What follows belongs to an exercise in optimizing a design on an open flow for small area, a short achievable clock period and few clock cycles; a production flow would make more cautious choices. In this exercise RTL edits were held to simulation tests only and were not proved equivalent to the original. Power figures rest on the tool's default switching activity, not on a simulated workload.

`config.mk`:
```
export PLATFORM = sky130hd
export DESIGN_NAME = ice_rx
export DESIGN_NICKNAME = ice_rx
export VERILOG_FILES = /design/flow/design.v
export SDC_FILE = /design/flow/constraint.sdc
export NUM_CORES = 4
export LEC_CHECK = 0
export CAP_MARGIN = 20
export CORE_MARGIN = 2
export CORE_UTILIZATION = 60
export PLACE_DENSITY = 0.7
export SETUP_SLACK_MARGIN = 4.1
export SLEW_MARGIN = 20
```
`constraint.sdc`:
```
create_clock -name core_clock -period 6.5 [get_ports {clk}]
set_input_delay 1.3000 -clock core_clock [delete_from_list [all_inputs] [get_ports {clk}]]
set_output_delay 1.3000 -clock core_clock [all_outputs]
set_load 0.01 [all_outputs]
```
`design.v`:
```
module ice_rx (
    input  wire        clk,
    input  wire        rst,
    input  wire        in_valid,
    input  wire [7:0]  in_data,
    output wire        in_ready,
    output reg         bit_valid,
    output reg         bit_data,
    output wire        pay_valid,
    output wire [7:0]  pay_data,
    output reg         res_valid,
    output wire [1:0]  res_tag,
    output wire [3:0]  res_code,
    output wire [16:0] res_count,
    output wire [7:0]  res_f0,
    output wire [7:0]  res_f1,
    output wire [7:0]  res_f2,
    output wire [7:0]  res_f3,
    output wire [7:0]  res_f4,
    output wire [7:0]  res_decl
);
    localparam [1:0] TAG_UNREC = 2'd0, TAG_GOC = 2'd1, TAG_EIN = 2'd2, TAG_MBUS = 2'd3;
    localparam [1:0] P_IDLE = 2'd0, P_LEN_HI = 2'd1, P_LEN_LO = 2'd2, P_BODY = 2'd3;
    function [15:0] crc16_byte;
        input [15:0] c;
        input [7:0]  b;
        integer i;
        reg [15:0] x;
        begin
            x = c ^ {b, 8'h00};
            for (i = 0; i < 8; i = i + 1)
                x = x[15] ? ({x[14:0], 1'b0} ^ 16'h1021) : {x[14:0], 1'b0};
            crc16_byte = x;
        end
    endfunction
    assign in_ready = 1'b1;
    reg        v_q;
    reg [7:0]  d_q;
    reg        ws_q, wl_q, wst_q, wsp_q;    
    reg [1:0]  phase;
    reg [1:0]  chan;
    reg [15:0] r;            
    reg [16:0] c;            
    reg [7:0]  hdr0, hdr1, hdr2, hdr3, hdr4, decl;
    reg [15:0] ck;           
    reg [3:0]  code;         
    reg        last;         
    reg        pv;           
    reg        ng;           
    reg        eok;          
    reg        fst;          
    reg        hz;           
    reg        done;         
    assign res_tag   = chan;
    assign res_code  = code;
    assign res_count = c;
    assign res_f0    = hdr0;
    assign res_f1    = hdr1;
    assign res_f2    = hdr2;
    assign res_f3    = hdr3;
    assign res_f4    = hdr4;
    assign res_decl  = decl;
    assign pay_data  = d_q;
    wire is_goc  = (chan == TAG_GOC);
    wire is_ein  = (chan == TAG_EIN);
    wire is_mbus = (chan == TAG_MBUS);
    wire r_hi0   = (r[15:2] == 14'd0);
    wire r_is2   = r_hi0 & (r[1:0] == 2'd2);
    wire u       = &c[16:3];
    wire [2:0] cl = c[2:0];
    assign pay_valid = v_q & pv;
    wire pv_n = (is_ein  & ~r_is2 & (~c[16] | (u & cl == 3'd7))) |
                (is_mbus & ~r_hi0 & (~c[16] | (u & cl[2:1] == 2'b11)));
    wire [7:0] b = d_q;
    wire w_s  = hz & ws_q;
    wire w_l  = hz & wl_q;
    wire w_st = hz & wst_q;
    wire w_sp = hz & wsp_q;
    wire k_odd = c[0];
    wire      err = code[3] | code[2];
    reg       ev_err;
    reg [3:0] ev_code;
    reg       ev_bit;
    reg       ev_stop;
    always @(*) begin
        ev_err  = 1'b0;
        ev_code = 4'd0;
        ev_bit  = 1'b0;
        ev_stop = 1'b0;
        if (!eok) begin
            ev_err = 1'b1; ev_code = 4'd4;
        end else if (done) begin
            ev_err = 1'b1; ev_code = 4'd5;
        end else if (k_odd) begin
            if (!w_s) begin ev_err = 1'b1; ev_code = 4'd6; end
        end else if (!(w_s | w_l | w_st | w_sp)) begin
            ev_err = 1'b1; ev_code = 4'd6;
        end else if (fst) begin
            if (!w_st) begin ev_err = 1'b1; ev_code = 4'd8; end
        end else if (w_s | w_l) begin
            ev_bit = 1'b1;
        end else if (w_sp) begin
            ev_stop = 1'b1;
        end else begin
            ev_err = 1'b1; ev_code = 4'd8;
        end
    end
    wire        edge_byte = (r[1:0] == 2'd0);
    wire        word_end  = (r[1:0] == 2'd1);
    wire        z_q       = (b == 8'd0);
    wire        n_ng      = ng | (edge_byte & (b[7:1] != 7'd0));
    wire        n_err     = err | (word_end & ev_err);
    wire        n_done    = done | (word_end & ev_stop);
    wire [16:0] c_inc    = c + 17'd1;
    wire [16:0] l_p3     = {1'b0, hdr2, hdr1[7:2], 2'b11};    
    wire [12:0] nbits    = c[13:1] - 13'd1;
    wire        len_diff = (c[16:8] != 9'd0) | (c[7:0] != decl);
    wire [7:0]  sum_n    = ck[15:8] + b;
    wire [15:0] crc_n    = crc16_byte(ck, b);
    wire        ck_bad   = (b != ck[15:8]) | (ck[7:0] != 8'd0);
    wire [15:0] len      = {r[15:8], b};
    wire        short_e  = (len[15:2] == 14'd0);
    wire        short_m  = (len[15:3] == 13'd0);
    always @(posedge clk) begin
        v_q   <= in_valid & ~rst;
        d_q   <= in_data;
        ws_q  <= (in_data >= 8'd6)  & (in_data <= 8'd14);
        wl_q  <= (in_data >= 8'd26) & (in_data <= 8'd34);
        wst_q <= (in_data >= 8'd56) & (in_data <= 8'd64);
        wsp_q <= (in_data >= 8'd86) & (in_data <= 8'd94);
    end
    always @(posedge clk) begin
        begin
            res_valid <= 1'b0;
            bit_valid <= 1'b0;
            if (v_q) begin
                case (phase)
                P_IDLE: begin
                    hdr0 <= b;
                    if (b == 8'h47 || b == 8'h45 || b == 8'h4D) begin
                        chan  <= (b == 8'h47) ? TAG_GOC : (b == 8'h45) ? TAG_EIN : TAG_MBUS;
                        phase <= P_LEN_HI;
                    end else begin
                        chan      <= TAG_UNREC;
                        code      <= 4'd0;
                        c         <= 17'd1;
                        res_valid <= 1'b1;
                    end
                end
                P_LEN_HI: begin
                    r[15:8] <= b;
                    hdr2    <= b;
                    pv      <= 1'b0;
                    phase   <= P_LEN_LO;
                end
                P_LEN_LO: begin
                    r[7:0] <= b;
                    hdr1   <= b;
                    last   <= (len == 16'd1);
                    code   <= 4'd0;
                    done   <= 1'b0;
                    ck     <= is_ein ? 16'h0000 : 16'hFFFF;
                    case (chan)
                    TAG_GOC:  begin ng <= (b[1:0] != 2'd0); c <= (b[1:0] != 2'd0) ? 17'd4 : 17'd0; end
                    TAG_EIN:  begin ng <= short_e; c <= short_e ? 17'd1 : 17'h1FFFD; end
                    default:  begin ng <= short_m; c <= short_m ? 17'd1 : 17'h1FFF9; end
                    endcase
                    if (len == 16'd0) begin
                        phase     <= P_IDLE;
                        res_valid <= 1'b1;
                        c         <= 17'd0;
                        code      <= is_goc ? 4'd9 : 4'd1;
                    end else begin
                        phase <= P_BODY;
                    end
                end
                default: begin  
                    r    <= r - 16'd1;
                    last <= r_is2;
                    pv   <= pv_n & ~last;
                    ck   <= is_ein ? {sum_n, ck[7:0]} : crc_n;
                    if ((!is_goc || ng) && !last) c <= c_inc;
                    if (u) begin
                        if (is_ein) begin
                            if (cl == 3'd5) hdr0 <= b;
                            if (cl == 3'd6) hdr1 <= b;
                            if (cl == 3'd7) decl <= b;
                        end else begin
                            if (cl == 3'd1) hdr0 <= b;
                            if (cl == 3'd2) hdr1 <= b;
                            if (cl == 3'd3) hdr2 <= b;
                            if (cl == 3'd4) hdr3 <= b;
                            if (cl == 3'd5) hdr4 <= b;
                            if (cl == 3'd6) decl <= b;
                        end
                    end
                    if (is_goc) begin
                        ng <= n_ng;
                        if (edge_byte) begin
                            eok <= b[0] ^ c[0];
                            fst <= (c[13:0] == 14'd0);
                        end
                        if (r[1:0] == 2'd3) hz <= z_q;
                        if (r[1:0] == 2'd2) hz <= hz & z_q;
                        if (word_end) begin
                            if (!err) code <= ev_code;
                            done <= n_done;
                            if (!n_err) c <= c_inc;
                            if (!err && ev_bit) begin
                                bit_valid <= 1'b1;
                                bit_data  <= w_l;
                            end
                        end
                    end
                    if (last) begin
                        phase     <= P_IDLE;
                        res_valid <= 1'b1;
                        case (chan)
                        TAG_GOC: begin
                            if (n_ng) begin
                                chan <= TAG_UNREC;
                                c    <= (hdr1[1:0] != 2'd0) ? c : l_p3;
                                code <= 4'd0;
                            end else if (n_err) begin
                            end else if (!n_done) begin
                                code <= 4'd9;
                            end else begin
                                c    <= {4'd0, nbits};
                            end
                        end
                        default: begin
                            code <= 4'd0;
                            if (ng)            code <= 4'd1;
                            else if (len_diff) code <= 4'd2;
                            else if (ck_bad)   code <= 4'd3;
                        end
                        endcase
                    end
                end
                endcase
            end
        end
        if (rst) begin
            phase     <= P_IDLE;
            pv        <= 1'b0;
            res_valid <= 1'b0;
            bit_valid <= 1'b0;
        end
    end
endmodule
```
`flow/run.sh`:
```
#!/bin/bash
set -euo pipefail
bash standard.sh \
  "BUFFER_PORTS_ARGS=-buffer_cell sky130_fd_sc_hd__buf_1" \
  "MATCH_CELL_FOOTPRINT=0" \
  "CTS_ARGS=-sink_clustering_enable -repair_clock_nets -dont_use_dummy_load -sink_clustering_size 30 -sink_clustering_max_diameter 60 -buf_list {sky130_fd_sc_hd__clkbuf_4 sky130_fd_sc_hd__clkbuf_8} -root_buf sky130_fd_sc_hd__clkbuf_16" \
  finish > standard.log 2>&1
```
`standard.sh`:
```
#!/bin/bash
# synth_recipe.tcl (not shown) runs the flow's synth.tcl, then flattens the netlist and writes it again
# the make line also repeats each setting of config.mk as NAME=value (left out here)
make -C /OpenROAD-flow-scripts/flow DESIGN_CONFIG=/design/flow/config.mk WORK_HOME=/design/flow/orfs CLKGATE_MAP_FILE= SYNTH_SCRIPT=/design/flow/synth_recipe.tcl "${@:-finish}"
```
==> results of run 1 <==
how the worst max path moves through the flow:
stage                           from              endpoint
3_5_place_dp          d_q[3]$_DFF_P_        c[7]$_DFFE_PP_
2_1_floorplan        c[10]$_DFFE_PP_     code[1]$_DFFE_PP_
4_1_cts               r[2]$_DFFE_PP_       r[12]$_DFFE_PP_
3_3_place_gp          d_q[3]$_DFF_P_        c[7]$_DFFE_PP_
5_1_grt        phase[0]$_SDFFE_PP0P_  res_valid$_SDFF_PP0_
6_report             c[10]$_DFFE_PP_     code[1]$_DFFE_PP_
synthesized netlist by cell type, types with 3 or more instances:
cell	count
nor3b_1	4
nor4_2	3
a21o_1	3
inv_1	28
xnor2_1	47
buf_6	3
buf_2	4
o31a_1	5
nand2_1	49
nor3_1	27
nand3b_1	4
a31oi_1	4
mux2i_1	5
xor2_1	20
edfxtp_1	110
nand4_1	5
a21oi_1	39
nand2b_1	7
o32ai_1	3
dfxtp_1	18
buf_4	10
ha_1	26
clkbuf_1	23
o221ai_1	9
nor4_1	20
nand3_1	16
or3_1	7
nor2_1	53
or4_1	6
and3_1	3
o21a_1	4
o22ai_1	4
o211ai_1	5
nor2b_1	9
and2_1	5
o21ai_0	30
flip-flops by register name, indices dropped and copies added, names as in the netlist, 2 cells and up:
name   flops
hdr2       8
hdr1       8
code       4
hdr0       8
decl       8
hdr3       8
hdr4       8
ck        16
phase      2
c         17
chan       2
r         16
d_q        8
power breakdown:
part	switching, mW	total [mW]	internal, mW
Sequential	0.0189	0.920	0.901
Combinational	0.0689	0.115	0.0461
Clock	0.267	0.512	0.245
Total	0.355	1.55	1.19
per-layer routing:
layer | vias to the layer above | GRT usage (%)
met1 | 2831 | 40.9
li1 | 2623 | -
met3 | 52 | 6.64
met4 | 0 | 10.0
met2 | 303 | 47.7
met5 | - | 0
worst register-to-register path: cells and delay by family (launching register included):
kind / cells / cell delay, ps
and+or+nand+nor: 3 / 1480
AOI/OAI and AO/OA: 2 / 310
DFF: 1 / 420
metrics by stage:
step                std cells  instance area (sq um)
floorplan                 658                   7060
global placement          854                   7370
detailed placement        854                   7370
CTS                       892                   7930
global route              908                   8220
finish                    908                   8220
what timing repair did:
action / in CTS / in global routing
endpoints found under the setup margin: 131 / 98
buffers inserted: 21 / 15
resized for setup: 42 / 30
gates cloned: 0 / 1
pin swaps: 4 / 5
cells by family after synthesis:
| kind of cell | share of synthesized area (%) |
|---|---|
| compound gates | 12.2 |
| xor+xnor | 8.33 |
| fa+ha+maj | 4.90 |
| buf+inv | 4.60 |
| flops | 52.0 |
| mux | 0.711 |
| other cells | 0.0533 |
| simple gates | 17.1 |
layout make-up:
type                    instances  share of cell area (%)
flip-flops and latches        128                    44.9
multi-input cells             462                    40.5
inverters                      28                    1.32
well taps                     143                    2.18
repair buffers                130                    8.11
clock buffers                  17                    2.98
==> results by group, run 1 <==
Status
  • Status: timing/DRC/antenna clean

Placed design
  • Pre-CTS setup slack: between 3000 and 4000 ps
  • GP Congestion: around 0.97
  • I/O Buffers: between 90 and 100
  • Post-DP HPWL: approximately 13000 microns

Pwr
  • Pwr/cell area: between 150 and 200 nW/um^2
  • Tot Pwr: 1.55 mW
  • Pleak: 2.69 nW
  • Worst vdd ir: between 0.1 and 0.15 mV

Setup path
  • Worst reg2reg setup slack: around 4000 ps
  • Most frequent CP cell: or4_4
  • Kind of critical path: reg -> reg
  • CP arrival: 2580 ps
  • Max stage delay on crit path: 560 ps
  • Setup crit start kind: flip-flop
  • Worst Path Required: 6620 ps
  • RR Startpoint: c[10]$_DFFE_PP_
  • Critical path depth: 5
  • Cells along the critical path: or4_4, or3_4, or4_4, o2111ai_2, o31ai_2
  • CP max stage cell: or4_4
  • Reg2reg path depth: 5
  • Delay-heaviest family, CP: simple AND/OR/NAND/NOR gates
  • Worst r2r dst: code[1]$_DFFE_PP_
  • CP Buf/Inv Count: 0
  • Crit. End Element: flip-flop
  • Worst-path maximum fanout: 3

Yosys
  • Yosys cell types: 70
  • Yosys warning total: 1
  • Post-Synthesis Cell Area: between 7000 and 8000 sq um
  • Gate Count Post-Synth: between 600 and 700
  • Net count after synthesis: 696
  • Post-synth EDFFs: 110
  • Ys flop type: edfxtp_1
  • Register area share after synthesis: a little over half
  • Ys async rst share: 0%
  • Top post-synthesis cells by area: edfxtp_1 47%, xnor2_1 5.8%, dfxtp_1 5.1%
  • Synth area leader: edfxtp_1
  • #FFs+latches synth: between 100 and 150
  • Post-synth top area share: 46.9%
  • Syn_area_per_cell: roughly 11 sq um

Route
  • First-pass DRT Iterations: 5
  • WL met2: just over 9000 microns
  • DRC viols: 0
  • Vias per cell: 6.40
  • Top sig layer: met4
  • Met3 WL post-DR: ~1600 microns
  • Detailed Route Iter0 Violations: between 600 and 700
  • DR vias: 5809
  • M1 WL: 7810 microns
  • Post-route ant nets: 0
  • Routed wire length: between 15000 and 20000 microns
  • DR WL/cell: ~21 microns

Floorplanning
  • Core area: between 10000 and 15000 sq um
  • Row count: 39
  • Num ports: 95
  • Die X: 112 microns
  • Initial core utilization: roughly three fifths
  • Die area: approximately 13000 sq um
  • Die Y: around 110 microns

Timing
  • Worst Clk Skew: between 20 and 30 ps
  • WHS: roughly 500 ps
  • Post-Route Setup TNS: 0 ps
  • Hold Fails Final Rpt: 0
  • Max Transition Viols Final: 0
  • Peak Freq: slightly above 0.4 GHz
  • Unrepaired setup endpoints after global routing: yes
  • Worst slew pin tran: roughly 610 ps
  • Setup ws final: between 4000 and 5000 ps
  • Setup violations, final: 0
  • Fin crit share: 37.8%
  • Final Critical Period: roughly 2500 ps
  • Max_slew headroom: 59.2%

Finish
  • Register area: 3690 sq um
  • Layout fillers: a little over 800
  • Inserted Diodes: 0
  • Most common cell after layout, fill and taps aside: edfxtp_1
  • Fraction of layout cells with a size suffix above 1: approximately 16%
  • Area used by multi-input combinational logic: roughly 3300 sq um
  • Area growth syn-to-layout: 16.8%
  • Number of nets in the layout: roughly 810
  • Most frequent cells in the layout: 110 x edfxtp_1, 93 x buf_1, 48 x nand2_1
  • Fin util: between 70% and 80%

Clocking
  • Clock sink count: 128
  • CTS Root Cell: clkbuf_16
  • Clk slew on worst S/H paths: ~70 ps
  • TritonCTS Buffers: 17
  • TritonCTS clock tree: yes
  • H-Tree Level Count: 4
  • Clk buf depth: 2
  • Skew-Pair Late Insertion Delay: roughly 380 ps
  • Hold Buf Count CTS: 0

Worst hold path
  • Hold path startpoint: phase[1]$_SDFFE_PP0P_
  • Hold Path Class: reg -> reg
  • Hold depth: 2
  • Hold Path End: phase[1]$_SDFFE_PP0P_

GRT
  • Largest net degree at the start of global routing: 34
  • Tot GR Track Use: between 20% and 30%
  • Number of global-route vias before repair: 5387
  • GR Overflow Total: 0
  • First-pass GRT wire length: approximately 29000 microns
  • Initial antenna violation count: 0

Run
  • Maxcap violations: 0
Testbench counts, summed over its fixed seeds: cycles 66,736.
==> inputs of run 2 (changes only) <==
--- a/config.mk
+++ b/config.mk
@@ -9,5 +9,5 @@
 export CORE_MARGIN = 2
 export CORE_UTILIZATION = 60
 export PLACE_DENSITY = 0.7
-export SETUP_SLACK_MARGIN = 4.1
+export SETUP_SLACK_MARGIN = 4.2
 export SLEW_MARGIN = 20
==> run 2 against run 1 <==
  * Largest cell class unchanged
  * Clock skew rose by 3.9 ps
  * Sequential cell count stayed put
  * Power increased by 1.3%
==> results by group, run 2 <==
GRT
  • GR Overflow Total: 0 (unchanged)
  • Number of global-route vias before repair: 5641 (+4.7%)
  • First-pass GRT wire length: 30700 microns (+5.7%)
  • Tot GR Track Use: 32.1% (+2.3 points)
  • Initial antenna violation count: 0 (unchanged)
  • Largest net degree at the start of global routing: 34 (unchanged)

Yosys
  • Synth Area in Adders: 4.90% (unchanged)
  • Register area share after synthesis: 52.0% (unchanged)
  • Portion of netlist area occupied by mux cells: 0.711% (unchanged)
  • Most common cell in the netlist: edfxtp_1
  • Main combinational cell family by area after synthesis: simple AND/OR/NAND/NOR gates
  • #FFs+latches synth: 128 (unchanged)
  • Syn_area_per_cell: 10.7 sq um (unchanged)
  • Post-synth EDFFs: 110 (unchanged)
  • Top post-synthesis cells by area: edfxtp_1 47%, xnor2_1 5.8%, dfxtp_1 5.1%
  • Yosys warning total: 1 (unchanged)
  • Synth Area in Compound Gates: 12.2% (unchanged)
  • Top cells by count, synth: 110 x edfxtp_1, 53 x nor2_1, 49 x nand2_1
  • Net count after synthesis: 696 (unchanged)
  • Gate Count Post-Synth: 658 (unchanged)
  • Ys flop type: edfxtp_1
  • Simple-Gate Fraction of Synth Area: 17.1% (unchanged)
  • Post-Synth XOR/XNOR Area: 8.33% (unchanged)
  • Post-synth top area share: 46.9% (unchanged)
  • Post-Synthesis Cell Area: 7040 sq um (unchanged)
  • Synth area leader: edfxtp_1
  • Yosys cell types: 70 (unchanged)
  • Ys async rst share: 0% (unchanged)

Setup path
  • Setup crit start kind: flip-flop
  • Kind of critical path: reg -> reg
  • Worst Path Required: 6600 ps (-20 ps)
  • Max stage delay on crit path: 590 ps (+30 ps)
  • Worst reg2reg setup slack: 4010 ps (-30 ps)
  • Worst-path maximum fanout: 5 (+2)
  • CP Buf/Inv Count: 0 (unchanged)
  • Reg2reg path depth: 5 (unchanged)
  • CP arrival: 2590 ps (about the same)
  • Delay-heaviest family, CP: simple AND/OR/NAND/NOR gates
  • Most frequent CP cell: or4_4
  • Worst r2r dst: code[1]$_DFFE_PP_
  • Cells along the critical path: or4_4, or3_4, or4_4, o2111ai_2, o31ai_1
  • CP max stage cell: or4_4
  • Crit. End Element: flip-flop
  • RR Startpoint: c[10]$_DFFE_PP_

Timing
  • WHS: 519 ps (+8.24 ps)
  • Peak Freq: 0.401 GHz (-1.3%)
  • Post-Route Setup TNS: 0 ps (unchanged)
  • Max_slew headroom: 54.6% (-4.5 points)
  • Setup ws final: 4010 ps (-33.2 ps)
  • Final Critical Period: 2490 ps (+33.2 ps)
  • Setup violations, final: 0 (unchanged)
  • Unrepaired setup endpoints after global routing: yes
  • Worst slew pin tran: 674 ps (+63.9 ps)
  • Worst Clk Skew: 29.7 ps (+3.87 ps)
  • Fin crit share: 38.3% (+0.51 points)
  • Hold Fails Final Rpt: 0 (unchanged)
  • Max Transition Viols Final: 0 (unchanged)

Floorplanning
  • Num ports: 95 (unchanged)
  • Die X: 112 microns (unchanged)
  • Core area: 11400 sq um (unchanged)
  • Die area: 12600 sq um (unchanged)
  • Row count: 39 (unchanged)
  • Initial core utilization: 61.7% (unchanged)
  • Die Y: 112 microns (unchanged)

Placed design
  • I/O Buffers: 93 (unchanged)
  • GP Congestion: 0.927 (-4.0%)
  • Post-DP HPWL: 13300 microns (+1.6%)
  • Pre-CTS setup slack: 3270 ps (-12.6 ps)

Clocking
  • Clock sink count: 128 (unchanged)
  • TritonCTS Buffers: 17 (unchanged)
  • Skew-Pair Late Insertion Delay: 380 ps (about the same)
  • CTS Root Cell: clkbuf_16
  • Clk slew on worst S/H paths: 80 ps (about the same)
  • TritonCTS clock tree: yes
  • Hold Buf Count CTS: 0 (unchanged)
  • H-Tree Level Count: 4 (unchanged)
  • Clk buf depth: 2 (unchanged)

Route
  • Detailed Route Iter0 Violations: 771 (+28%)
  • Post-route ant nets: 0 (unchanged)
  • First-pass DRT Iterations: 5 (unchanged)
  • DR WL/cell: 22.2 microns (+3.9%)
  • DRC viols: 0 (unchanged)
  • Routed wire length: 21500 microns (+11%)
  • Vias per cell: 6.32 (-1.1%)
  • DR vias: 6116 (+5.3%)

Finish
  • Most common cell after layout, fill and taps aside: edfxtp_1
  • Most frequent cells in the layout: 110 x edfxtp_1, 85 x buf_4, 82 x buf_1
  • Most flops, register: c
  • Inserted Diodes: 0 (unchanged)
  • Area growth syn-to-layout: 27.1%
  • Max FFs per register: 17 (unchanged)
  • Regs by FF count: c: 17 flops, ck: 16 flops, r: 16 flops
  • Fin util: 78.4% (+6.4 points)
  • Number of nets in the layout: 864 (+7.3%)
  • Fraction of layout cells with a size suffix above 1: 25.1% (+9.4 points)

Worst hold path
  • Hold Path Class: reg -> reg
  • Hold depth: 0 (-2)
  • Hold path startpoint: d_q[3]$_DFF_P_
  • Hold Path End: hdr3[3]$_DFFE_PP_

Run
  • Maxcap violations: 0 (unchanged)

Pwr
  • Tot Pwr: 1.57 mW (+1.3%)
  • Sequential power share: 58.3% (-1.1 points)
  • Clock power share: 32.7% (-0.4 points)
  • Int Power: 1.20 mW (+1.0%)
  • Net Sw Frac: 23.2% (+0.23 points)
  • Psw: 363 uW (+2.3%)
  • Combinational share of power: 9.0% (+1.6 points)
  • Pleak: 3.09 nW (+15%)
  • Worst vdd ir: 0.209 mV (+46%)
  • Pwr/cell area: 175 nW/um^2 (-6.9%)

Status
  • Status: timing/DRC/antenna clean
## run 2: worst register-to-register path, cell delays in order (launching register included)
cell and delay (ps):
edfxtp_1 490, or4_4 590, or3_4 350, or4_4 500, o2111ai_2 200, o31ai_1 100
## run 2: kinds of logic (layout without fill, tap and decap cells)
kind of cell             Yosys count  after routing
flip-flops                       128            128
buffers and inverters             69            233
AND/OR/NAND/NOR                  229            230
other                              1              1
adder cells (fa/ha/maj)           27             27
XOR/XNOR                          67             67
AO/OA/AOI/OAI                    132            133
multiplexers                       5              5
## run 2: layout make-up
class,instances,area (sq um)
tap,143,179
sequential,128,3700
inverter,28,113
fill,744,2470
multi-input combinational,463,3550
clock buffer,17,245
timing repair buffer,188,1160
## run 2: layer usage
layer	GRT usage, %	share of wire, %	routed length (microns)
met1	40.2	39	8330
met2	53.1	50	10600
met5	0	0	0
met3	7.51	7.8	1680
met4	15.1	3.8	805
## run 2: timing repair
item                                    CTS  global route
resized for setup                        88            52
endpoints found under the setup margin  142           117
setup buffers                            53            39
gates cloned                              2             0
pin swaps                                13            21
## run 2: through the flow
stage	cells	area, sq um
after global routing	967	8950
after detailed placement	856	7400
after CTS	928	8380
final	967	8950
after global placement	856	7400
after floorplan	658	7080
## run 2: worst max path at each step
stage / depth (start not counted) / start / endpoint / slack (ps)
floorplan: 6 / c[10]$_DFFE_PP_ / code[1]$_DFFE_PP_ / 4050
global placement: 6 / d_q[1]$_DFF_P_ / c[11]$_DFFE_PP_ / 3460
detailed placement: 6 / d_q[1]$_DFF_P_ / c[11]$_DFFE_PP_ / 3270
CTS: 5 / c[10]$_DFFE_PP_ / code[1]$_DFFE_PP_ / 3990
global route: 5 / c[10]$_DFFE_PP_ / code[1]$_DFFE_PP_ / 3970
finish: 5 / c[10]$_DFFE_PP_ / code[1]$_DFFE_PP_ / 4010
## run 2: power groups by stage
stage               combinational, mW  sequential [mW]  clock, mW
global route                    0.151            0.915      0.545
CTS                             0.124            0.915      0.517
floorplan                      0.0718            0.934          0
finish                          0.141            0.914      0.513
global placement               0.0947            0.940          0
detailed placement             0.0961            0.941          0
==> inputs of run 3 (changes only) <==
==> flow/run.sh (replaced) <==
#!/bin/bash
set -euo pipefail
bash standard.sh \
  "BUFFER_PORTS_ARGS=-buffer_cell sky130_fd_sc_hd__buf_1" \
  "MATCH_CELL_FOOTPRINT=0" \
  "CTS_ARGS=-sink_clustering_enable -repair_clock_nets -dont_use_dummy_load -sink_clustering_size 30 -sink_clustering_max_diameter 60 -buf_list sky130_fd_sc_hd__clkbuf_4 -root_buf sky130_fd_sc_hd__clkbuf_16" \
  finish > standard.log 2>&1
--- a/config.mk
+++ b/config.mk
@@ -9,5 +9,5 @@
 export CORE_MARGIN = 2
 export CORE_UTILIZATION = 60
 export PLACE_DENSITY = 0.7
-export SETUP_SLACK_MARGIN = 4.2
+export SETUP_SLACK_MARGIN = 4.0
 export SLEW_MARGIN = 20
==> run 3 against run 2 <==
  * Clock skew up 14 ps
  * Critical endpoint is now c[16]$_DFFE_PP_
  * Maximum frequency down 0.77%
  * Via count down 5.1%
  * Non-clock buffer count down 55
  * Sequential share of layout area up 4.4 points
  * Power down 9.6%
  * Register-to-register slack worse by 20 ps
  * Highest routed layer unchanged
  * Hold slack worse by 16 ps
  * Critical path depth up 1
==> results by group, run 3 <==
Setup path
  • Worst r2r dst: c[16]$_DFFE_PP_
  • Crit. End Element: flip-flop
  • CP arrival: 2580 ps (about the same)
  • Reg2reg path depth: 6 (+1)
  • Worst-path maximum fanout: 17 (+12)
  • Setup crit start kind: flip-flop
  • Worst Path Required: 6570 ps (-30 ps)
  • Worst reg2reg setup slack: 3990 ps (-20 ps)
  • Kind of critical path: reg -> reg
  • RR Startpoint: done$_SDFFCE_PP0P_

Worst hold path
  • Hold path startpoint: phase[1]$_SDFFE_PP0P_
  • Hold Path End: phase[1]$_SDFFE_PP0P_
  • Hold Path Class: reg -> reg
  • Hold depth: 2 (+2)

Floorplanning
  • Num ports: 95 (unchanged)
  • Row count: 39 (unchanged)
  • Die area: 12600 sq um (unchanged)
  • Die X: 112 microns (unchanged)
  • Initial core utilization: 61.7% (unchanged)
  • Core area: 11400 sq um (unchanged)
  • Die Y: 112 microns (unchanged)

Yosys
  • Gate Count Post-Synth: 658 (unchanged)
  • Synth area leader: edfxtp_1
  • Post-Synth XOR/XNOR Area: 8.33% (unchanged)
  • Post-synth top area share: 46.9% (unchanged)
  • Ys async rst share: 0% (unchanged)
  • Simple-Gate Fraction of Synth Area: 17.1% (unchanged)
  • Net count after synthesis: 696 (unchanged)
  • Main combinational cell family by area after synthesis: simple AND/OR/NAND/NOR gates
  • Yosys cell types: 70 (unchanged)
  • Register area share after synthesis: 52.0% (unchanged)
  • #FFs+latches synth: 128 (unchanged)
  • Yosys warning total: 1 (unchanged)
  • Post-synth EDFFs: 110 (unchanged)
  • Most common cell in the netlist: edfxtp_1
  • Ys flop type: edfxtp_1
  • Syn_area_per_cell: 10.7 sq um (unchanged)
  • Synth Area in Adders: 4.90% (unchanged)
  • Top cells by count, synth: 110 x edfxtp_1, 53 x nor2_1, 49 x nand2_1
  • Synth Area in Compound Gates: 12.2% (unchanged)
  • Post-Synthesis Cell Area: 7040 sq um (unchanged)
  • Top post-synthesis cells by area: edfxtp_1 47%, xnor2_1 5.8%, dfxtp_1 5.1%
  • Portion of netlist area occupied by mux cells: 0.711% (unchanged)

Finish
  • Most flops, register: c
  • Fin util: 70.4% (-8.0 points)
  • Max FFs per register: 17 (unchanged)
  • Most common cell after layout, fill and taps aside: edfxtp_1
  • Regs by FF count: c: 17 flops, ck: 16 flops, r: 16 flops
  • Number of nets in the layout: 807 (-6.6%)
  • Final Instance Area: 8040 sq um (-10%)
  • Area used by multi-input combinational logic: 3250 sq um (-8.6%)
  • Most frequent cells in the layout: 110 x edfxtp_1, 93 x buf_1, 48 x nor2_1, 48 x nand2_1, 47 x xnor2_1
  • Fraction of layout cells with a size suffix above 1: 14.9% (-10 points)
  • Inserted Diodes: 0 (unchanged)
  • Layout fillers: 866 (+16%)
  • Register area: 3680 sq um (-0.58%)
  • Area growth syn-to-layout: 14.2%

Clocking
  • Clk buf depth: 2 (unchanged)
  • Clock sink count: 128 (unchanged)
  • Hold Buf Count CTS: 0 (unchanged)
  • TritonCTS Buffers: 17 (unchanged)
  • Skew-Pair Late Insertion Delay: 380 ps (about the same)
  • Clk slew on worst S/H paths: 80 ps (about the same)
  • H-Tree Level Count: 4 (unchanged)
  • CTS Root Cell: clkbuf_16
  • TritonCTS clock tree: yes

GRT
  • First-pass GRT wire length: 29600 microns (-3.4%)
  • GR Overflow Total: 0 (unchanged)
  • Initial antenna violation count: 0 (unchanged)
  • Number of global-route vias before repair: 5418 (-4.0%)
  • Largest net degree at the start of global routing: 34 (unchanged)
  • Tot GR Track Use: 30.4% (-1.7 points)

Timing
  • Post-Route Setup TNS: 0 ps (unchanged)
  • Setup violations, final: 0 (unchanged)
  • Peak Freq: 0.398 GHz (-0.77%)
  • Max_slew headroom: 53.5% (-1.1 points)
  • Final Critical Period: 2510 ps (+19.4 ps)
  • Unrepaired setup endpoints after global routing: yes
  • Fin crit share: 38.6% (+0.30 points)
  • Max Transition Viols Final: 0 (unchanged)
  • Worst slew pin tran: 695 ps (+20.7 ps)
  • Worst Clk Skew: 43.6 ps (+13.9 ps)
  • Hold Fails Final Rpt: 0 (unchanged)
  • Setup ws final: 3990 ps (-19.4 ps)

Route
  • Detailed Route Iter0 Violations: 752 (-2.5%)
  • Routed wire length: 19100 microns (-11%)
  • DR WL/cell: 21.0 microns (-5.3%)
  • Vias per cell: 6.38 (+0.83%)
  • First-pass DRT Iterations: 5 (unchanged)
  • DRC viols: 0 (unchanged)
  • Post-route ant nets: 0 (unchanged)
  • DR vias: 5803 (-5.1%)

Pwr
  • Pleak: 2.63 nW (-15%)
  • Worst vdd ir: 0.149 mV (-29%)
  • Tot Pwr: 1.42 mW (-9.6%)
  • Pwr/cell area: 176 nW/um^2 (+0.68%)

Run
  • Maxcap violations: 0 (unchanged)

Placed design
  • Pre-CTS setup slack: 3250 ps (-15.2 ps)
  • Placed Area: 7380 sq um (-0.29%)
  • Post-DP HPWL: 13400 microns (+0.89%)
  • I/O Buffers: 93 (unchanged)
  • GP Congestion: 0.970 (+4.6%)

Status
  • Status: timing/DRC/antenna clean
-- run 3: worst max-delay path, stage by stage, from the launching register on --
cell      delay, ps
edfxtp_1        450
nand3b_1        250
or4_1           580
o22a_4          320
nor4_2          330
xnor2_1         200
o22ai_2         110
-- run 3: what timing repair did --
item / in CTS / in global routing
pin swaps: 1 / 3
cloned: 0 / 0
setup buffers: 14 / 24
endpoints found under the setup margin: 103 / 100
resized for setup: 32 / 21
-- run 3: how the worst max path moves through the flow --
stage | cells after the start | slack, ps | start | to
6_report | 6 | 3990 | done$_SDFFCE_PP0P_ | c[16]$_DFFE_PP_
5_1_grt | 6 | 3930 | done$_SDFFCE_PP0P_ | c[10]$_DFFE_PP_
4_1_cts | 5 | 3990 | phase[1]$_SDFFE_PP0P_ | last$_DFFE_PP_
3_5_place_dp | 8 | 3250 | r[0]$_DFFE_PP_ | c[11]$_DFFE_PP_
3_3_place_gp | 6 | 3500 | d_q[1]$_DFF_P_ | c[13]$_DFFE_PP_
2_1_floorplan | 6 | 4050 | c[10]$_DFFE_PP_ | code[1]$_DFFE_PP_
-- run 3: logic make-up after synthesis --
family / count (synthesis)
buf+inv: 69
fa+ha+maj: 27
simple gates: 229
mux: 5
compound gates: 132
xor+xnor: 67
flops: 128
other cells: 1
-- run 3: through the flow --
stage | std cells | hold slack (ps)
after floorplan | 658 | 459
after global placement | 855 | 479
final | 910 | 503
after detailed placement | 855 | 495
after global routing | 910 | 542
after CTS | 886 | 507
-- run 3: final cells by class --
type                       count  area share [%]
timing repair buffer         133            8.43
tap                          143            2.23
clock buffer                  17            1.81
inverter                      28            1.40
sequential                   128            45.7
multi-input combinational    461            40.4
-- run 3: metal layers --
metal | wire length (microns) | GRT usage, % | vias up
li1 | - | - | 2623
met1 | 7810 | 42.5 | 2811
met2 | 9320 | 48.9 | 325
met3 | 1520 | 5.56 | 44
met4 | 467 | 9.43 | 0
met5 | 0 | 0 | -
-- run 3: power breakdown --
part / switching, mW / internal (mW)
combinational: 0.0682 / 0.0452
clock: 0.242 / 0.143
sequential: 0.0191 / 0.900
==> inputs of run 4 (changes only) <==
--- a/config.mk
+++ b/config.mk
@@ -9,5 +9,5 @@
 export CORE_MARGIN = 2
 export CORE_UTILIZATION = 60
 export PLACE_DENSITY = 0.7
-export SETUP_SLACK_MARGIN = 4.0
+export SETUP_SLACK_MARGIN = 4.2
 export SLEW_MARGIN = 20
==> run 4 against run 3 <==
  * Still clean on timing, DRC and antenna
  * Highest routed layer unchanged
  * Final cell count grew 5.1%
  * Largest power group unchanged
  * Combinational power grew 26%
  * Synthesized area is the same
  * Maximum frequency grew 1.5%
  * Via count grew 3.6%
  * Global-route usage grew 1.7 points
  * First-iteration DRC count shrank 16%
  * Hold slack gained 10 ps
==> results by group, run 4 <==
Status
  • Status: timing/DRC/antenna clean

Setup path
  • Worst r2r dst: code[1]$_DFFE_PP_
  • Critical path depth: 5 (-1)
  • Kind of critical path: reg -> reg
  • Worst Path Required: 6600 ps (+30 ps)
  • CP startpoint: c[10]$_DFFE_PP_
  • Worst reg2reg setup slack: 4030 ps (+40 ps)
  • CP arrival: 2570 ps (about the same)
  • Cells along the critical path: or4_4, or3_4, or4_4, o2111ai_2, o31ai_1
  • RR Startpoint: c[10]$_DFFE_PP_
  • Max stage delay on crit path: 570 ps (about the same)
  • Setup crit start kind: flip-flop
  • CP endpoint: code[1]$_DFFE_PP_
  • Reg2reg path depth: 5 (-1)
  • Worst-path maximum fanout: 6 (-11)
  • Delay-heaviest family, CP: simple AND/OR/NAND/NOR gates
  • Most frequent CP cell: or4_4
  • Crit. End Element: flip-flop
  • CP Buf/Inv Count: 0 (unchanged)
  • CP max stage cell: or4_4

Clocking
  • Skew-Pair Late Insertion Delay: 390 ps (about the same)
  • Clock sink count: 128 (unchanged)
  • Hold Buf Count CTS: 0 (unchanged)
  • CTS Root Cell: clkbuf_16
  • TritonCTS clock tree: yes
  • TritonCTS Buffers: 17 (unchanged)
  • Clk slew on worst S/H paths: 120 ps (+40 ps)
  • Clk buf depth: 2 (unchanged)
  • H-Tree Level Count: 4 (unchanged)

Route
  • Detailed Route Iter0 Violations: 634 (-16%)
  • DR vias: 6011 (+3.6%)
  • DRC viols: 0 (unchanged)
  • DR WL/cell: 22.0 microns (+4.5%)
  • Routed wire length: 21000 microns (+9.8%)
  • Post-route ant nets: 0 (unchanged)
  • First-pass DRT Iterations: 5 (unchanged)
  • Vias per cell: 6.29 (-1.4%)

Yosys
  • Net count after synthesis: 696 (unchanged)
  • Post-synth EDFFs: 110 (unchanged)
  • Register area share after synthesis: 52.0% (unchanged)
  • Top post-synthesis cells by area: edfxtp_1 47%, xnor2_1 5.8%, dfxtp_1 5.1%
  • #FFs+latches synth: 128 (unchanged)
  • Syn_area_per_cell: 10.7 sq um (unchanged)
  • Yosys warning total: 1 (unchanged)
  • Ys async rst share: 0% (unchanged)
  • Most common cell in the netlist: edfxtp_1
  • Gate Count Post-Synth: 658 (unchanged)
  • Post-Synthesis Cell Area: 7040 sq um (unchanged)
  • Post-synth top area share: 46.9% (unchanged)
  • Ys flop type: edfxtp_1
  • Top cells by count, synth: 110 x edfxtp_1, 53 x nor2_1, 49 x nand2_1
  • Synth area leader: edfxtp_1
  • Yosys cell types: 70 (unchanged)

Timing
  • Peak Freq: 0.404 GHz (+1.5%)
  • Hold Fails Final Rpt: 0 (unchanged)
  • Post-Route Setup TNS: 0 ps (unchanged)
  • Max Transition Viols Final: 0 (unchanged)
  • Unrepaired setup endpoints after global routing: yes
  • Worst Clk Skew: 45.1 ps (+1.43 ps)
  • Worst slew pin tran: 679 ps (-16.3 ps)
  • Max_slew headroom: 54.6% (+1.1 points)
  • Final Critical Period: 2470 ps (-36.7 ps)
  • Setup violations, final: 0 (unchanged)
  • Fin crit share: 38.1% (-0.57 points)

Pwr
  • Pwr/cell area: 167 nW/um^2 (-5.4%)
  • Pleak: 2.96 nW (+13%)
  • Worst vdd ir: 0.175 mV (+17%)

Floorplanning
  • Die area: 12600 sq um (unchanged)
  • Die X: 112 microns (unchanged)
  • Core area: 11400 sq um (unchanged)
  • Row count: 39 (unchanged)
  • Die Y: 112 microns (unchanged)
  • Initial core utilization: 61.7% (unchanged)
  • Num ports: 95 (unchanged)

Finish
  • Inserted Diodes: 0 (unchanged)
  • Most common cell after layout, fill and taps aside: edfxtp_1
  • Area growth syn-to-layout: 23.5%
  • Most flops, register: c
  • Fraction of layout cells with a size suffix above 1: 23.2% (+8.4 points)
  • Most frequent cells in the layout: 110 x edfxtp_1, 84 x buf_1, 71 x buf_4
  • Regs by FF count: c: 17 flops, ck: 16 flops, r: 16 flops
  • Number of nets in the layout: 853 (+5.7%)
  • Layout fillers: 797 (-8.0%)
  • Max FFs per register: 17 (unchanged)
  • Non-Filler Instances: 956 (+5.1%)

GRT
  • Number of global-route vias before repair: 5663 (+4.5%)
  • First-pass GRT wire length: 30900 microns (+4.3%)
  • GR Overflow Total: 0 (unchanged)
  • Largest net degree at the start of global routing: 34 (unchanged)
  • Initial antenna violation count: 0 (unchanged)
  • Tot GR Track Use: 32.1% (+1.7 points)

Worst hold path
  • Hold Path Class: reg -> reg
  • Hold depth: 0 (-2)

Placed design
  • Dpl cells: 856 (+0.12%)
  • I/O Buffers: 93 (unchanged)
  • GP Congestion: 0.927 (-4.4%)
  • Post-DP HPWL: 13300 microns (-0.88%)

Run
  • Maxcap violations: 0 (unchanged)
run 4: cell counts after synthesis:
No cell type changed its count.
run 4: worst min path at each step:
stage	from	endpoint	slack [ps]
floorplan	phase[1]$_SDFFE_PP0P_	phase[1]$_SDFFE_PP0P_	460
global placement	phase[1]$_SDFFE_PP0P_	phase[1]$_SDFFE_PP0P_	480
detailed placement	phase[1]$_SDFFE_PP0P_	phase[1]$_SDFFE_PP0P_	510
CTS	d_q[3]$_DFF_P_	hdr3[3]$_DFFE_PP_	510
global route	d_q[3]$_DFF_P_	hdr3[3]$_DFFE_PP_	520
finish	d_q[3]$_DFF_P_	hdr3[3]$_DFFE_PP_	510
run 4: cells by family after synthesis:
logic type,Yosys count,share of synthesized area (%)
compound gates,132,12.2
xor+xnor,67,8.33
fa+ha+maj,27,4.90
buf+inv,69,4.60
flops,128,52.0
mux,5,0.711
other cells,1,0.0533
simple gates,229,17.1
run 4: per-layer routing:
metal	share of wire [%]	wire [microns]	vias to the layer above	global-route usage, %
met5	0	0	-	0
met4	3.3	699	0	11.7
met3	7.4	1560	59	6.86
met2	50	10500	330	55.2
met1	39	8250	2893	40.2
li1	-	-	2729	-
run 4: area by class of cell:
type                       count  area (sq um)  share of cell area, %
inverter                      28           113                   1.30
timing repair buffer         177          1080                   12.4
clock buffer                  17           145                   1.67
tap                          143           179                   2.06
sequential                   128          3700                   42.6
multi-input combinational    463          3480                   40.0
run 4: metrics by stage:
| step | util [%] | hold WS, ps | instance area, sq um | power (mW) | worst slack (ps) |
|---|---|---|---|---|---|
| after global placement | 64.8 | 479 | 7400 | 1.04 | 3460 |
| final | 76.1 | 513 | 8690 | 1.45 | 4030 |
| after CTS | 72.9 | 506 | 8320 | 1.44 | 3970 |
| after detailed placement | 64.8 | 510 | 7400 | 1.04 | 3270 |
| after floorplan | - | 459 | 7080 | 1.01 | 4050 |
| after global routing | 76.1 | 516 | 8690 | 1.49 | 3970 |
run 4: timing repair:
action / in CTS / in global routing
gates cloned: 1 / 1
setup buffers: 61 / 20
gates resized for setup: 76 / 48
setup endpoints to repair: 148 / 98
pin swaps: 14 / 17
run 4: power breakdown:
group | leakage (nW) | internal, mW | switching, mW
Clock | 0.0859 | 0.143 | 0.254
Sequential | 1.16 | 0.898 | 0.0116
Combinational | 1.72 | 0.0580 | 0.0839
Total | 2.96 | 1.10 | 0.350
==> inputs of run 5 (changes only) <==
--- a/config.mk
+++ b/config.mk
@@ -8,6 +8,6 @@
 export CAP_MARGIN = 20
 export CORE_MARGIN = 2
 export CORE_UTILIZATION = 60
-export PLACE_DENSITY = 0.7
-export SETUP_SLACK_MARGIN = 4.2
+export PLACE_DENSITY = 0.6
+export SETUP_SLACK_MARGIN = 4.1
 export SLEW_MARGIN = 20
==> run 5 against run 4 <==
  * Still clean
  * Final area shrank 5.3%
  * Sequential share of layout area grew 2.3 points
  * Maximum frequency grew 0.30%
  * Synthesized cell count is the same
  * First-iteration DRC count grew 12%
  * Synthesized area is the same
  * Routed wire length shrank 6.6%
  * Setup slack gained 7.3 ps
  * Global-route usage shrank 1.8 points
  * Sequential cell count is the same
  * Final cell count shrank 4.1%
  * Hold slack gained 7.7 ps
  * Critical endpoint is now c[3]$_DFFE_PP_
  * Largest cell class unchanged
==> results by group, run 5 <==
GRT
  • Tot GR Track Use: 30.3% (-1.8 points)
  • Number of global-route vias before repair: 5431 (-4.1%)
  • Largest net degree at the start of global routing: 34 (unchanged)
  • GR Overflow Total: 0 (unchanged)
  • Initial antenna violation count: 0 (unchanged)
  • First-pass GRT wire length: 29300 microns (-5.2%)

Floorplanning
  • Die area: 12600 sq um (unchanged)
  • Row count: 39 (unchanged)
  • Initial core utilization: 61.7% (unchanged)
  • Die X: 112 microns (unchanged)
  • Die Y: 112 microns (unchanged)
  • Core area: 11400 sq um (unchanged)
  • Num ports: 95 (unchanged)

Route
  • Vias per cell: 6.38 (+1.4%)
  • Detailed Route Iter0 Violations: 707 (+12%)
  • DR WL/cell: 21.4 microns (-2.6%)
  • DRC viols: 0 (unchanged)
  • DR vias: 5849 (-2.7%)
  • Post-route ant nets: 0 (unchanged)
  • First-pass DRT Iterations: 8 (+3)
  • Routed wire length: 19600 microns (-6.6%)

Finish
  • Most flops, register: c
  • Final Instance Area: 8230 sq um (-5.3%)
  • Regs by FF count: c: 17 flops, ck: 16 flops, r: 16 flops
  • Layout fillers: 866 (+8.7%)
  • Area growth syn-to-layout: 16.9%
  • Most common cell after layout, fill and taps aside: edfxtp_1
  • Most frequent cells in the layout: 110 x edfxtp_1, 92 x buf_1, 48 x nand2_1
  • Non-Filler Instances: 917 (-4.1%)
  • Max FFs per register: 17 (unchanged)
  • Inserted Diodes: 0 (unchanged)
  • Fraction of layout cells with a size suffix above 1: 17.1% (-6.2 points)
  • Number of nets in the layout: 814 (-4.6%)

Timing
  • Post-Route Setup TNS: 0 ps (unchanged)
  • Peak Freq: 0.405 GHz (+0.30%)
  • Unrepaired setup endpoints after global routing: yes
  • Worst slew pin tran: 584 ps (-94.7 ps)
  • Setup violations, final: 0 (unchanged)
  • Fin crit share: 37.9% (-0.11 points)
  • Hold Fails Final Rpt: 0 (unchanged)
  • Worst Clk Skew: 41.1 ps (-4.00 ps)
  • Final Critical Period: 2470 ps (-7.29 ps)
  • Max Transition Viols Final: 0 (unchanged)
  • Max_slew headroom: 60.9% (+6.3 points)

Yosys
  • Post-synth top area share: 46.9% (unchanged)
  • Synth Area in Adders: 4.90% (unchanged)
  • Portion of netlist area occupied by mux cells: 0.711% (unchanged)
  • Top post-synthesis cells by area: edfxtp_1 47%, xnor2_1 5.8%, dfxtp_1 5.1%
  • Net count after synthesis: 696 (unchanged)
  • #FFs+latches synth: 128 (unchanged)
  • Synth area leader: edfxtp_1
  • Yosys cell types: 70 (unchanged)
  • Main combinational cell family by area after synthesis: simple AND/OR/NAND/NOR gates
  • Ys async rst share: 0% (unchanged)
  • Most common cell in the netlist: edfxtp_1
  • Post-Synthesis Cell Area: 7040 sq um (unchanged)
  • Post-synth EDFFs: 110 (unchanged)
  • Simple-Gate Fraction of Synth Area: 17.1% (unchanged)
  • Yosys warning total: 1 (unchanged)
  • Syn_area_per_cell: 10.7 sq um (unchanged)
  • Ys flop type: edfxtp_1
  • Post-Synth XOR/XNOR Area: 8.33% (unchanged)
  • Gate Count Post-Synth: 658 (unchanged)
  • Register area share after synthesis: 52.0% (unchanged)
  • Synth Area in Compound Gates: 12.2% (unchanged)
  • Top cells by count, synth: 110 x edfxtp_1, 53 x nor2_1, 49 x nand2_1

Pwr
  • Pwr/cell area: 173 nW/um^2 (+3.5%)
  • Pleak: 2.72 nW (-8.3%)
  • Tot Pwr: 1.42 mW (-2.0%)
  • Worst vdd ir: 0.205 mV (+17%)

Setup path
  • Worst reg2reg setup slack: 4030 ps (about the same)
  • Cells along the critical path: inv_1, ha_1, inv_1, a41oi_2, o21bai_2, o31a_1, nand2_2, o221ai_1
  • Worst r2r dst: c[3]$_DFFE_PP_
  • Reg2reg path depth: 8 (+3)
  • Kind of critical path: reg -> reg
  • Crit. End Element: flip-flop
  • Critical path depth: 8 (+3)
  • Worst Path Required: 6670 ps (+70 ps)
  • CP Buf/Inv Count: 2 (+2)
  • CP max stage cell: edfxtp_1
  • Most frequent CP cell: inv_1
  • RR Startpoint: r[0]$_DFFE_PP_
  • CP arrival: 2640 ps (+70 ps)
  • CP startpoint: r[0]$_DFFE_PP_
  • Max stage delay on crit path: 480 ps (-90 ps)
  • Setup crit start kind: flip-flop
  • Delay-heaviest family, CP: compound AO/OA/AOI/OAI gates
  • Worst-path maximum fanout: 14 (+8)

Clocking
  • TritonCTS Buffers: 17 (unchanged)
  • Clock sink count: 128 (unchanged)
  • Hold Buf Count CTS: 0 (unchanged)
  • CTS Root Cell: clkbuf_16
  • H-Tree Level Count: 4 (unchanged)
  • Clk buf depth: 2 (unchanged)
  • Skew-Pair Late Insertion Delay: 380 ps (about the same)
  • TritonCTS clock tree: yes
  • Clk slew on worst S/H paths: 100 ps (-20 ps)

Worst hold path
  • Hold depth: 2 (+2)
  • Hold Path Class: reg -> reg
  • Hold Path End: phase[1]$_SDFFE_PP0P_
  • Hold path startpoint: phase[1]$_SDFFE_PP0P_

Placed design
  • GP Congestion: 0.926 (-0.13%)
  • I/O Buffers: 93 (unchanged)
  • Dpl cells: 855 (-0.12%)
  • Post-DP HPWL: 13300 microns (-0.22%)
  • Placed Area: 7380 sq um (-0.29%)

Status
  • Status: timing/DRC/antenna clean

Run
  • Maxcap violations: 0 (unchanged)
==> run 5: cell counts after synthesis <==
Identical to the previous run, type by type.
==> run 5: what timing repair did <==
| action | CTS | global route |
|---|---|---|
| pin swaps | 3 | 5 |
| resized for setup | 47 | 39 |
| buffers inserted | 28 | 16 |
| setup endpoints to repair | 131 | 128 |
| cloned | 0 | 1 |
| endpoints found under the hold margin | 0 | 0 |
==> run 5: worst max-delay path by stage <==
stage	end	slack (ps)
after floorplan	code[1]$_DFFE_PP_	4050
after global placement	c[9]$_DFFE_PP_	3470
after detailed placement	c[10]$_DFFE_PP_	3220
after CTS	c[5]$_DFFE_PP_	4090
after global routing	c[3]$_DFFE_PP_	3920
final	c[3]$_DFFE_PP_	4030
==> run 5: power by group <==
| group | switching [mW] | internal (mW) |
|---|---|---|
| combinational | 0.0690 | 0.0481 |
| sequential | 0.0201 | 0.899 |
| clock | 0.241 | 0.143 |
==> run 5: layout make-up <==
| class | count | area, sq um | share of cell area (%) |
|---|---|---|---|
| Sequential cell | 128 | 3690 | 44.9 |
| Multi-Input combinational cell | 462 | 3370 | 41.0 |
| Timing Repair Buffer | 139 | 726 | 8.82 |
| Tap cell | 143 | 179 | 2.17 |
| Clock buffer | 17 | 145 | 1.76 |
| Inverter | 28 | 113 | 1.37 |
==> run 5: tightest hold or removal path, delay by kind of cell, from the launching register on <==
kind	cells	cell delay [ps]
compound gates	1	60
simple gates	1	70
flops	1	350
==> run 5: kinds of logic after synthesis <==
logic type,after synthesis
compound gates,132
xor+xnor,67
buf+inv,69
fa+ha+maj,27
flops,128
simple gates,229
mux,5
other cells,1
==> run 5: layer usage <==
layer	vias to the layer above	track usage, %	share of wire [%]
li1	2648	-	-
met1	2832	41.2	41
met2	325	49.2	50
met3	44	5.78	7.3
met4	0	10.8	2.4
met5	-	0	0
==> run 5: metrics by stage <==
stage               utilization, %  setup WS (ps)  hold slack, ps
floorplan                        -           4050             459
global placement              64.6           3470             479
detailed placement            64.6           3220             508
CTS                           69.3           4090             516
global route                  72.1           3920             555
finish                        72.1           4030             521
==> inputs of run 6 (changes only) <==
--- a/config.mk
+++ b/config.mk
@@ -7,7 +7,7 @@
 export LEC_CHECK = 0
 export CAP_MARGIN = 20
 export CORE_MARGIN = 2
-export CORE_UTILIZATION = 60
-export PLACE_DENSITY = 0.6
+export CORE_UTILIZATION = 70
+export PLACE_DENSITY = 0.8
 export SETUP_SLACK_MARGIN = 4.1
 export SLEW_MARGIN = 20
==> run 6 against run 5 <==
  * Final area grew 0.11%
  * Synthesized area is the same
  * Synthesized cell count is the same
  * Clock power is essentially flat
  * Hold slack lost 13 ps
  * Non-clock buffer count grew 14
  * Via count grew 2.2%
  * Setup slack gained 4.0 ps
  * Die area shrank 14%
  * Critical endpoint is now code[1]$_DFFE_PP_
  * Largest cell class unchanged
==> results by group, run 6 <==
Worst hold path
  • Hold depth: 2 (unchanged)
  • Hold Path Class: reg -> reg
  • Hold path startpoint: phase[1]$_SDFFE_PP0P_
  • Hold Path End: phase[1]$_SDFFE_PP0P_

Run
  • Maxcap violations: 0 (unchanged)

Placed design
  • I/O Buffers: 93 (unchanged)
  • GP Congestion: 1.03 (+12%)
  • Dpl cells: 845 (-1.2%)
  • Post-DP HPWL: 13000 microns (-2.4%)

Clocking
  • Clk slew on worst S/H paths: 100 ps (about the same)
  • Clk buf depth: 2 (unchanged)
  • CTS Root Cell: clkbuf_16
  • Clock sink count: 128 (unchanged)
  • TritonCTS clock tree: yes
  • TritonCTS Buffers: 17 (unchanged)
  • H-Tree Level Count: 4 (unchanged)
  • Skew-Pair Late Insertion Delay: 370 ps (about the same)

Status
  • Status: timing/DRC/antenna clean

Setup path
  • Kind of critical path: reg -> reg
  • Worst reg2reg setup slack: 4040 ps (about the same)
  • Setup crit start kind: flip-flop
  • Worst-path maximum fanout: 3 (-11)
  • Crit. End Element: flip-flop
  • RR Startpoint: c[10]$_DFFE_PP_
  • Worst r2r dst: code[1]$_DFFE_PP_
  • Worst Path Required: 6590 ps (-80 ps)
  • Reg2reg path depth: 5 (-3)
  • CP arrival: 2560 ps (-80 ps)

Route
  • Routed wire length: 19200 microns (-2.1%)
  • Vias per cell: 6.50 (+1.9%)
  • First-pass DRT Iterations: 6 (-2)
  • Met3 WL post-DR: 1720 microns (+20%)
  • DRC viols: 0 (unchanged)
  • Top sig layer: met4
  • DR WL/cell: 20.9 microns (-2.4%)
  • WL met2: 9480 microns (-2.7%)
  • M1 WL: 7370 microns (-7.3%)
  • Post-route ant nets: 0 (unchanged)
  • Detailed Route Iter0 Violations: 618 (-13%)
  • DR vias: 5979 (+2.2%)

Finish
  • Non-Filler Instances: 920 (+0.33%)
  • Area growth syn-to-layout: 17.0%
  • Inserted Diodes: 0 (unchanged)
  • Most common cell after layout, fill and taps aside: edfxtp_1
  • Area used by multi-input combinational logic: 3290 sq um (-2.3%)
  • Fin util: 84.3% (+12 points)
  • Most frequent cells in the layout: 110 x edfxtp_1, 92 x buf_1, 55 x buf_4
  • Number of nets in the layout: 827 (+1.6%)
  • Fraction of layout cells with a size suffix above 1: 18.2% (+1.1 points)
  • Max FFs per register: 17 (unchanged)
  • Regs by FF count: c: 17 flops, ck: 16 flops, r: 16 flops
  • Most flops, register: c
  • Layout fillers: 554 (-36%)
  • Register area: 3690 sq um (about the same)

Yosys
  • Simple-Gate Fraction of Synth Area: 17.1% (unchanged)
  • Register area share after synthesis: 52.0% (unchanged)
  • Most common cell in the netlist: edfxtp_1
  • Post-synth top area share: 46.9% (unchanged)
  • Post-Synthesis Cell Area: 7040 sq um (unchanged)
  • Syn_area_per_cell: 10.7 sq um (unchanged)
  • Yosys cell types: 70 (unchanged)
  • Main combinational cell family by area after synthesis: simple AND/OR/NAND/NOR gates
  • Post-Synth XOR/XNOR Area: 8.33% (unchanged)
  • Ys flop type: edfxtp_1
  • Ys async rst share: 0% (unchanged)
  • Synth area leader: edfxtp_1
  • Synth Area in Adders: 4.90% (unchanged)
  • Top cells by count, synth: 110 x edfxtp_1, 53 x nor2_1, 49 x nand2_1
  • Gate Count Post-Synth: 658 (unchanged)
  • #FFs+latches synth: 128 (unchanged)
  • Portion of netlist area occupied by mux cells: 0.711% (unchanged)
  • Top post-synthesis cells by area: edfxtp_1 47%, xnor2_1 5.8%, dfxtp_1 5.1%
  • Yosys warning total: 1 (unchanged)
  • Net count after synthesis: 696 (unchanged)
  • Synth Area in Compound Gates: 12.2% (unchanged)
  • Post-synth EDFFs: 110 (unchanged)

Floorplanning
  • Core area: 9770 sq um (-14%)
  • Num ports: 95 (unchanged)
  • Row count: 36 (-7.7%)
  • Die area: 10900 sq um (-14%)
  • Initial core utilization: 72.0% (+10 points)
  • Die Y: 104 microns (-7.2%)
  • Die X: 104 microns (-7.2%)

Timing
  • Hold Fails Final Rpt: 0 (unchanged)
  • Post-Route Setup TNS: 0 ps (unchanged)
  • Max_slew headroom: 59.4% (-1.5 points)
  • Worst slew pin tran: 607 ps (+22.9 ps)
  • Unrepaired setup endpoints after global routing: yes
  • Final Critical Period: 2460 ps (-4.02 ps)
  • Worst Clk Skew: 36.9 ps (-4.21 ps)
  • Peak Freq: 0.406 GHz (+0.16%)
  • Max Transition Viols Final: 0 (unchanged)
  • Setup violations, final: 0 (unchanged)
  • Fin crit share: 37.9% (-0.062 points)

Pwr
  • Worst vdd ir: 0.174 mV (-15%)
  • Pwr/cell area: 173 nW/um^2 (about the same)
  • Pleak: 2.75 nW (+1.2%)

GRT
  • Initial antenna violation count: 0 (unchanged)
  • Tot GR Track Use: 35.0% (+4.7 points)
  • GR Overflow Total: 0 (unchanged)
  • Largest net degree at the start of global routing: 34 (unchanged)
  • First-pass GRT wire length: 29400 microns (+0.50%)
  • Number of global-route vias before repair: 5686 (+4.7%)
==> run 6: worst max-delay path: stages (launching register included) <==
cell	delay, ps
edfxtp_1	420
or4_4	570
or3_4	420
or4_4	510
o2111ai_2	190
o31ai_2	90
==> run 6: layout make-up <==
class                      count  share of cell area [%]
sequential                   128                    44.8
multi-input combinational    461                    40.0
timing repair buffer         153                    10.1
tap                          133                    2.02
clock buffer                  17                    1.76
inverter                      28                    1.37
==> run 6: how the worst max path moves through the flow <==
stage	start	to	slack [ps]	cells past startpoint
global placement	r[0]$_DFFE_PP_	c[11]$_DFFE_PP_	3550	8
floorplan	c[10]$_DFFE_PP_	code[1]$_DFFE_PP_	4050	6
finish	c[10]$_DFFE_PP_	code[1]$_DFFE_PP_	4040	5
global route	phase[0]$_SDFFE_PP0P_	res_valid$_SDFF_PP0_	3940	7
CTS	c[11]$_DFFE_PP_	code[1]$_DFFE_PP_	4070	5
detailed placement	r[0]$_DFFE_PP_	c[12]$_DFFE_PP_	3360	8
==> run 6: repair_timing <==
action                                  in CTS  in global routing
cloned                                       0                  1
resized for setup                           45                 30
pin swaps                                    3                 12
buffers inserted                            28                 29
endpoints found under the setup margin     131                106
hold buffers                                 0                  0
==> run 6: where the power goes <==
group          switching, mW  internal, mW
Sequential            0.0180         0.899
Combinational         0.0721        0.0515
Clock                  0.238         0.143
==> run 6: layer usage <==
layer	GRT usage, %	vias up
met2	56.2	374
met1	45.4	2866
met5	0	-
met3	8.46	63
met4	15.4	0
li1	-	2676
==> run 6: through the flow <==
stage	cell area [sq um]	hold slack, ps	setup WS [ps]	total power [mW]
4_1_cts	7870	500	4070	1.41
3_3_place_gp	7370	482	3550	1.03
3_5_place_dp	7370	490	3360	1.04
2_1_floorplan	7060	459	4050	1.01
6_report	8240	508	4040	1.42
5_1_grt	8240	520	3940	1.47
==> run 6: cell families (layout without fill, tap and decap cells) <==
| group | count (synthesis) | count (layout) |
|---|---|---|
| AND/OR/NAND/NOR | 229 | 229 |
| AO/OA/AOI/OAI | 132 | 132 |
| flip-flops | 128 | 128 |
| buffers and inverters | 69 | 198 |
| XOR/XNOR | 67 | 67 |
| adder cells (fa/ha/maj) | 27 | 27 |
| multiplexers | 5 | 5 |
| other | 1 | 1 |
==> inputs of run 7 (changes only) <==
--- a/config.mk
+++ b/config.mk
@@ -7,7 +7,8 @@
 export LEC_CHECK = 0
 export CAP_MARGIN = 20
 export CORE_MARGIN = 2
-export CORE_UTILIZATION = 70
-export PLACE_DENSITY = 0.8
+export CORE_UTILIZATION = 60
+export GPL_TIMING_DRIVEN = 0
+export PLACE_DENSITY = 0.7
 export SETUP_SLACK_MARGIN = 4.1
 export SLEW_MARGIN = 20
==> run 7 against run 6 <==
  * Hold slack worse by 30 ps
  * Synthesized area did not move
  * Critical path depth up 1
  * Via count increased by 2.8%
  * Critical path type unchanged
  * Clock power rose by 5.5%
  * Clock skew is 1.5 ps higher
  * Highest routed layer unchanged
  * Synthesized cell count stayed put
==> results by group, run 7 <==
Status
  • Status: timing/DRC/antenna clean

GRT
  • Largest net degree at the start of global routing: 18 (-47%)
  • Met3 Track Usage GR: 6.05% (-2.4 points)
  • Number of global-route vias before repair: 5779 (+1.6%)
  • Initial antenna violation count: 0 (unchanged)
  • M2 GR Usage: 53.7% (-2.4 points)
  • Met1 Track Usage GR: 43.2% (-2.2 points)
  • GR Overflow Total: 0 (unchanged)

Timing
  • Worst Clk Skew: 38.4 ps (+1.51 ps)
  • Setup ws final: 3870 ps (-164 ps)
  • Worst slew pin tran: 799 ps (+192 ps)
  • Fin crit share: 40.4% (+2.5 points)
  • Max Transition Viols Final: 0 (unchanged)
  • Unrepaired setup endpoints after global routing: yes
  • Post-Route Setup TNS: 0 ps (unchanged)
  • Final Critical Period: 2630 ps (+164 ps)
  • Max_slew headroom: 46.6% (-13 points)
  • WHS: 478 ps (-29.9 ps)

Route
  • DR WL/cell: 22.2 microns (+6.3%)
  • Post-route ant nets: 0 (unchanged)
  • Routed wire length: 21600 microns (+13%)
  • Detailed Route Iter0 Violations: 728 (+18%)
  • First-pass DRT Iterations: 5 (-1)
  • DR vias: 6147 (+2.8%)
  • DRC viols: 0 (unchanged)

Setup path
  • Worst-path maximum fanout: 8 (+5)
  • CP arrival: 2730 ps (+170 ps)
  • Crit. End Element: flip-flop
  • Setup crit start kind: flip-flop

Finish
  • Area used by multi-input combinational logic: 3560 sq um (+8.0%)
  • Non-Filler Instances: 975 (+6.0%)
  • Regs by FF count: c: 17 flops, ck: 16 flops, r: 16 flops
  • Most flops, register: c
  • Most common cell after layout, fill and taps aside: edfxtp_1
  • Number of nets in the layout: 872 (+5.4%)
  • Register area: 3700 sq um (+0.24%)
  • Fraction of layout cells with a size suffix above 1: 23.8% (+5.6 points)
  • Most frequent cells in the layout: 110 x edfxtp_1, 93 x buf_1, 59 x buf_4
  • Layout fillers: 763 (+38%)

Pwr
  • Pwr/cell area: 164 nW/um^2 (-5.1%)
  • Pleak: 3.05 nW (+11%)
  • Tot Pwr: 1.46 mW (+2.7%)

Clocking
  • Clock sink count: 128 (unchanged)
  • Hold Buf Count CTS: 0 (unchanged)
  • H-Tree Level Count: 4 (unchanged)
  • TritonCTS clock tree: yes
  • Clk slew on worst S/H paths: 120 ps (+20 ps)
  • CTS Root Cell: clkbuf_16
  • Skew-Pair Late Insertion Delay: 380 ps (about the same)
  • Clk buf depth: 2 (unchanged)

Yosys
  • Yosys cell types: 70 (unchanged)
  • Yosys warning total: 1 (unchanged)
  • Synth area leader: edfxtp_1
  • Top cells by count, synth: 110 x edfxtp_1, 53 x nor2_1, 49 x nand2_1
  • Syn_area_per_cell: 10.7 sq um (unchanged)
  • Ys async rst share: 0% (unchanged)
  • Post-synth top area share: 46.9% (unchanged)
  • Top post-synthesis cells by area: edfxtp_1 47%, xnor2_1 5.8%, dfxtp_1 5.1%
  • Register area share after synthesis: 52.0% (unchanged)

Floorplanning
  • Core area: 11400 sq um (+17%)
  • Initial core utilization: 61.7% (-10 points)
  • Die X: 112 microns (+7.7%)
  • Die area: 12600 sq um (+16%)
  • Row count: 39 (+8.3%)
  • Die Y: 112 microns (+7.7%)
  • Num ports: 95 (unchanged)

Placed design
  • Post-DP HPWL: 14000 microns (+8.2%)
  • GP Congestion: 0.997 (-3.6%)
  • I/O Buffers: 93 (unchanged)
  • Dpl cells: 894 (+5.8%)

Run
  • Maxcap violations: 0 (unchanged)
==> run 7: cell counts after synthesis <==
No cell type changed its count.
==> run 7: cell families (layout without fill, tap and decap cells) <==
logic type	count (synthesis)	in the layout	share of synthesized area, %
and+or+nand+nor	229	229	17.1
AOI/OAI and AO/OA	132	132	12.2
DFF	128	128	52.0
buffers and inverters	69	243	4.60
xor gates and xnor gates	67	67	8.33
adders and majority gates	27	27	4.90
muxes	5	5	0.711
other	1	1	0.0533
==> run 7: through the flow <==
step           util (%)  cell area (sq um)
2_1_floorplan         -               7060
3_3_place_gp       66.4               7580
3_5_place_dp       66.4               7580
4_1_cts            72.7               8300
5_1_grt            78.1               8920
6_report           78.1               8920
==> run 7: final timing paths <==
kind | from | end | slack [ps] | cells after the start
worst max register to register | c[8]$_DFFE_PP_ | code[1]$_DFFE_PP_ | 3870 | 6
worst min-delay path | d_q[3]$_DFF_P_ | hdr3[3]$_DFFE_PP_ | 480 | 0
worst min register to register | d_q[3]$_DFF_P_ | hdr3[3]$_DFFE_PP_ | 480 | 0
worst max-delay path | c[8]$_DFFE_PP_ | code[1]$_DFFE_PP_ | 3870 | 6
==> run 7: worst max-delay path, stage by stage (launching register included) <==
cell and delay [ps]:
edfxtp_1 390, clkbuf_2 240, or4_4 490, or3_4 370, or4_4 530, o2111ai_4 230
o31ai_2 100
==> run 7: layout make-up <==
| class | count | share of cell area [%] |
|---|---|---|
| Buffer | 41 | 3.20 |
| Tap cell | 143 | 2.01 |
| Multi-Input combinational cell | 461 | 39.9 |
| Sequential cell | 128 | 41.5 |
| Inverter | 28 | 1.26 |
| Clock buffer | 17 | 1.63 |
| Timing Repair Buffer | 157 | 10.5 |
==> run 7: power breakdown <==
| group | switching, mW | internal, mW | total, mW | leakage [nW] |
|---|---|---|---|---|
| Sequential | 0.0120 | 0.899 | 0.911 | 1.16 |
| Combinational | 0.0893 | 0.0587 | 0.148 | 1.81 |
| Clock | 0.259 | 0.143 | 0.402 | 0.0859 |
| Total | 0.361 | 1.10 | 1.46 | 3.05 |
==> run 7: timing repair <==
item | in CTS | in global routing
setup endpoints to repair | 127 | 110
pin swaps | 12 | 37
buffers inserted | 40 | 23
gates cloned | 0 | 1
resized for setup | 81 | 95
==> run 7: routing by layer <==
layer,wire length [microns],vias to the layer above
li1,-,2754
met1,8470,2968
met2,10700,363
met3,1810,62
met4,655,0
met5,0,-

Setup slack of run 7, layout unchanged: 3.874 ns with ideal ports, 3.874 ns with driving cells assumed (clock clkbuf_16, inputs buf_2), 3.874 ns with port delays also shifted by the 0.406 ns mid clock arrival.
